This design comes from an exercise in tuning for small area, a short achievable clock period and few clock cycles on the open sky130 flow, not from production work.
Only simulation tests tie the RTL to the original design; equivalence was not proved.
Power figures rest on the tool's default switching activity, not on a simulated workload.

// tgui_blit
module tgui_blit (
    input             clk,
    input             rst,
    input             cmd_valid,
    input      [7:0]  cmd_code,
    input      [7:0]  cmd_rop,
    input      [15:0] cmd_flags,
    input      [31:0] cmd_fg,
    input      [31:0] cmd_bg,
    input      [15:0] cmd_dst_x,
    input      [15:0] cmd_dst_y,
    input      [15:0] cmd_src_x,
    input      [15:0] cmd_src_y,
    input      [15:0] cmd_size_x,
    input      [15:0] cmd_size_y,
    input      [15:0] cmd_clip_left,
    input      [15:0] cmd_clip_top,
    input      [15:0] cmd_clip_right,
    input      [15:0] cmd_clip_bottom,
    input      [9:0]  cmd_rowoffset,
    input      [1:0]  cmd_bpp,
    input             pat_we,
    input      [5:0]  pat_addr,
    input      [7:0]  pat_data,
    output            busy,
    output            mem_req,
    output            mem_we,
    output     [19:0] mem_addr,
    output     [1:0]  mem_size,
    output     [31:0] mem_wdata,
    input             mem_ready,
    input             mem_rvalid,
    input      [31:0] mem_rdata
);
    localparam F_SRCPAT    = 1;
    localparam F_SRCDISP   = 2;
    localparam F_PATMONO   = 5;
    localparam F_SRCMONO   = 6;
    localparam F_YNEG      = 8;
    localparam F_XNEG      = 9;
    localparam F_YMAJ      = 10;
    localparam F_TRANSENA  = 12;
    localparam F_TRANSREV  = 13;
    localparam F_SOLIDFILL = 14;
    localparam P_IDLE  = 2'd0;
    localparam P_SETUP = 2'd1;
    localparam P_RUN   = 2'd2;
    localparam M_BLT  = 2'd0;    
    localparam M_LINE = 2'd1;    
    localparam M_VEC  = 2'd2;    
    localparam SRC_DISP  = 2'd0;
    localparam SRC_PAT   = 2'd1;    
    localparam SRC_CONST = 2'd2;    
    localparam E_FREE = 3'd0;
    localparam E_WS   = 3'd1;       
    localparam E_ND   = 3'd2;       
    localparam E_WD   = 3'd3;       
    localparam E_NW   = 3'd4;       
    localparam E_OW   = 3'd5;       
    reg [1:0] phase;
    reg [7:0] pat_mem [0:63];
    always @(posedge clk)
        if (pat_we)
            pat_mem[pat_addr] <= pat_data;
    reg [1:0]  mode;
    reg [1:0]  srcm;
  ...
Size: roughly 6100 cells after synthesis, ~380 I/O pins.
export LEC_CHECK = 0
export CAP_MARGIN = 20
export CORE_MARGIN = 2
export CORE_UTILIZATION = 40
export PLACE_DENSITY = 0.6
export SETUP_SLACK_MARGIN = 5
export SLEW_MARGIN = 20
create_clock -name core_clock -period 12.0 [get_ports {clk}]
run.sh (not shown) runs the stock make flow with config.mk's settings and CLKGATE_MAP_FILE= SYNTH_SCRIPT=/design/flow/synth_recipe.tcl, a recipe that flattens the netlist after the stock synthesis.
Testbench counts at the start, summed over its fixed seeds: cycles 298,733.
Edit:
- CORE_UTILIZATION: 40 -> 55
- PLACE_DENSITY: 0.6 -> 0.7
Result: The changed run went through all stages and came out clean; wire length falls by about 4.6%; final area falls by 1.1%; global-route usage rises by 7.9 points; clock-buffer cell count falls by 21; total power falls by about 1.5%.

lane 1:
Another version of the RTL of tgui_blit (not shown whole).
For scale: ~8200 cells after synthesis, about 1300 flip-flops, roughly 380 I/O pins.
export LEC_CHECK = 0
export ABC_AREA = 1
export CAP_MARGIN = 20
export CORE_MARGIN = 2
export CORE_UTILIZATION = 55
export PLACE_DENSITY = 0.7
export SETUP_SLACK_MARGIN = 5
export SLEW_MARGIN = 20
create_clock -name core_clock -period 12.0 [get_ports {clk}]
standard.sh (not shown) runs the stock make flow with config.mk's settings and CLKGATE_MAP_FILE= SYNTH_SCRIPT=/design/flow/synth_recipe.tcl, a recipe that flattens the netlist after the stock synthesis.
==> flow/flow/run.sh <==
#!/bin/bash
set -euo pipefail
bash standard.sh SETUP_SLACK_MARGIN=7.5 "BUFFER_PORTS_ARGS=-buffer_cell sky130_fd_sc_hd__buf_2" finish > layout_make.log 2>&1
Lane 1: PASS, flow complete, no timing, DRC or antenna violations
Testbench counts of lane 1, summed over its fixed seeds: cycles 298,733.
> inputs changed (lane 1 -> lane 2)
- PLACE_DENSITY: 0.7 -> 0.65
- CORE_UTILIZATION: 55 -> 45
==> flow/flow/run.sh <==
#!/bin/bash
set -euo pipefail
bash standard.sh SETUP_SLACK_MARGIN=8 "BUFFER_PORTS_ARGS=-buffer_cell sky130_fd_sc_hd__buf_2" finish > layout_make.log 2>&1
[summary]
- Row final cell area excluding filler cells: lane 2 higher / lane 1 lower
- Combined area of all synthesized cells came out exactly the same in lane 1 and lane 2.
- In the tables for lane 1 and lane 2, detailed-route vias per instance reads lower with lane 2.
- On max-slew headroom at the worst pin, lane 2 does worse than lane 1.
- Compared with lane 1, lane 2 instantiates a larger number of standard cells.
- For the tapcell count, lane 2 came in about 23% higher than lane 1 did.
- Lane 2 has via count above what lane 1 had.
The inputs of lane 3 differ from those of lane 2 as listed below.
- a change of CORE_UTILIZATION from 45 to 55
- a change of PLACE_DENSITY from 0.65 to 0.7
- a deleted ABC_AREA that had been 1
==> comparison <==
- Taking lane 2 as the reference, in lane 3 clock period minus worst slack shows an increase of 0.027 ns; number of levels in the clock H-tree comparable.
- Lane 3 ends up with a routed length on met3 that is 17% lower than in lane 2.
diff inputs: lane 3 => lane 4
- putting ABC_AREA at 1 where nothing was set
- putting GPL_TIMING_DRIVEN at 0 where nothing was set
### Flow results
- Sort lane 4 and lane 3 by floorplan core area asc -> top: lane 3
- Lane 4 vs. lane 3: worst-case register-to-register setup slack now larger, layout-stage area growth over the synthesis result comparable.
> inputs changed (lane 4 -> lane 5)
- a deleted GPL_TIMING_DRIVEN that had been 0
Results
Per the comparison of lane 5 with lane 4, total number of vias shrank by 3755, maximum clock path buffer count held steady, worst setup margin grew by 0.15 ns, total clock sinks held steady.
Lane 5 went all the way through synthesis, placement and routing and the layout is clean on timing, DRC and antenna.
From lane 4 to lane 5 the numbers moved as follows: clock power share moved up; combinational fraction of design power dropped 1.2 points; number of signal-net buffers in the layout fell 302.
Ratio of final minimum period to clock period was higher in the run labelled lane 4.
Of lane 5 and lane 4, the run reporting the lower count of TritonRoute iterations in the first routing pass was lane 4.
Compared with lane 4, lane 5 shows a lower final area.

[static timing again, ports no longer ideal]
In the flow no input, the clock included, has a driving cell. The finished layouts below were timed again as built, in two steps. Step 1, drivers: a clkbuf_16 drives clk and a buf_2 each remaining input, both assumed. Step 2, shift: input delay + t, output delay - t, t = (earliest + latest rising clock arrival at the registers) / 2. This alone moves slack from input paths to output paths. Three values: ideal, step 1, step 2; two values: the first two.
run | shift t [ns] | setup slack, ns | worst setup path at the end | worst slew at a driven data input, ns | pins driven straight from the clock port
the first run of note 1 | 0.877 | 6.060 / 6.060 / 5.874 | input to register | 0.13 | 1
the second run of note 1 | 0.871 | 6.328 / 6.328 / 5.665 | input to register | 0.16 | 1
lane 1 | 0.858 | 7.538 / 7.451 / 6.918 | input to register | 0.19 | 1
lane 2 | 0.889 | 7.641 / 7.551 / 7.024 | input to register | 0.19 | 1
lane 3 | 0.865 | 7.615 / 7.531 / 7.108 | input to register | 0.13 | 1
lane 4 | 0.871 | 7.670 / 7.580 / 7.072 | input to register | 0.14 | 1
lane 5 | 0.879 | 7.825 / 7.746 / 7.147 | input to register | 0.17 | 1
After both steps setup and hold are still met in every run listed. For lane 5, which loses most, drivers alone change the setup slack by -0.079 ns; drivers and shift together by -0.678 ns.
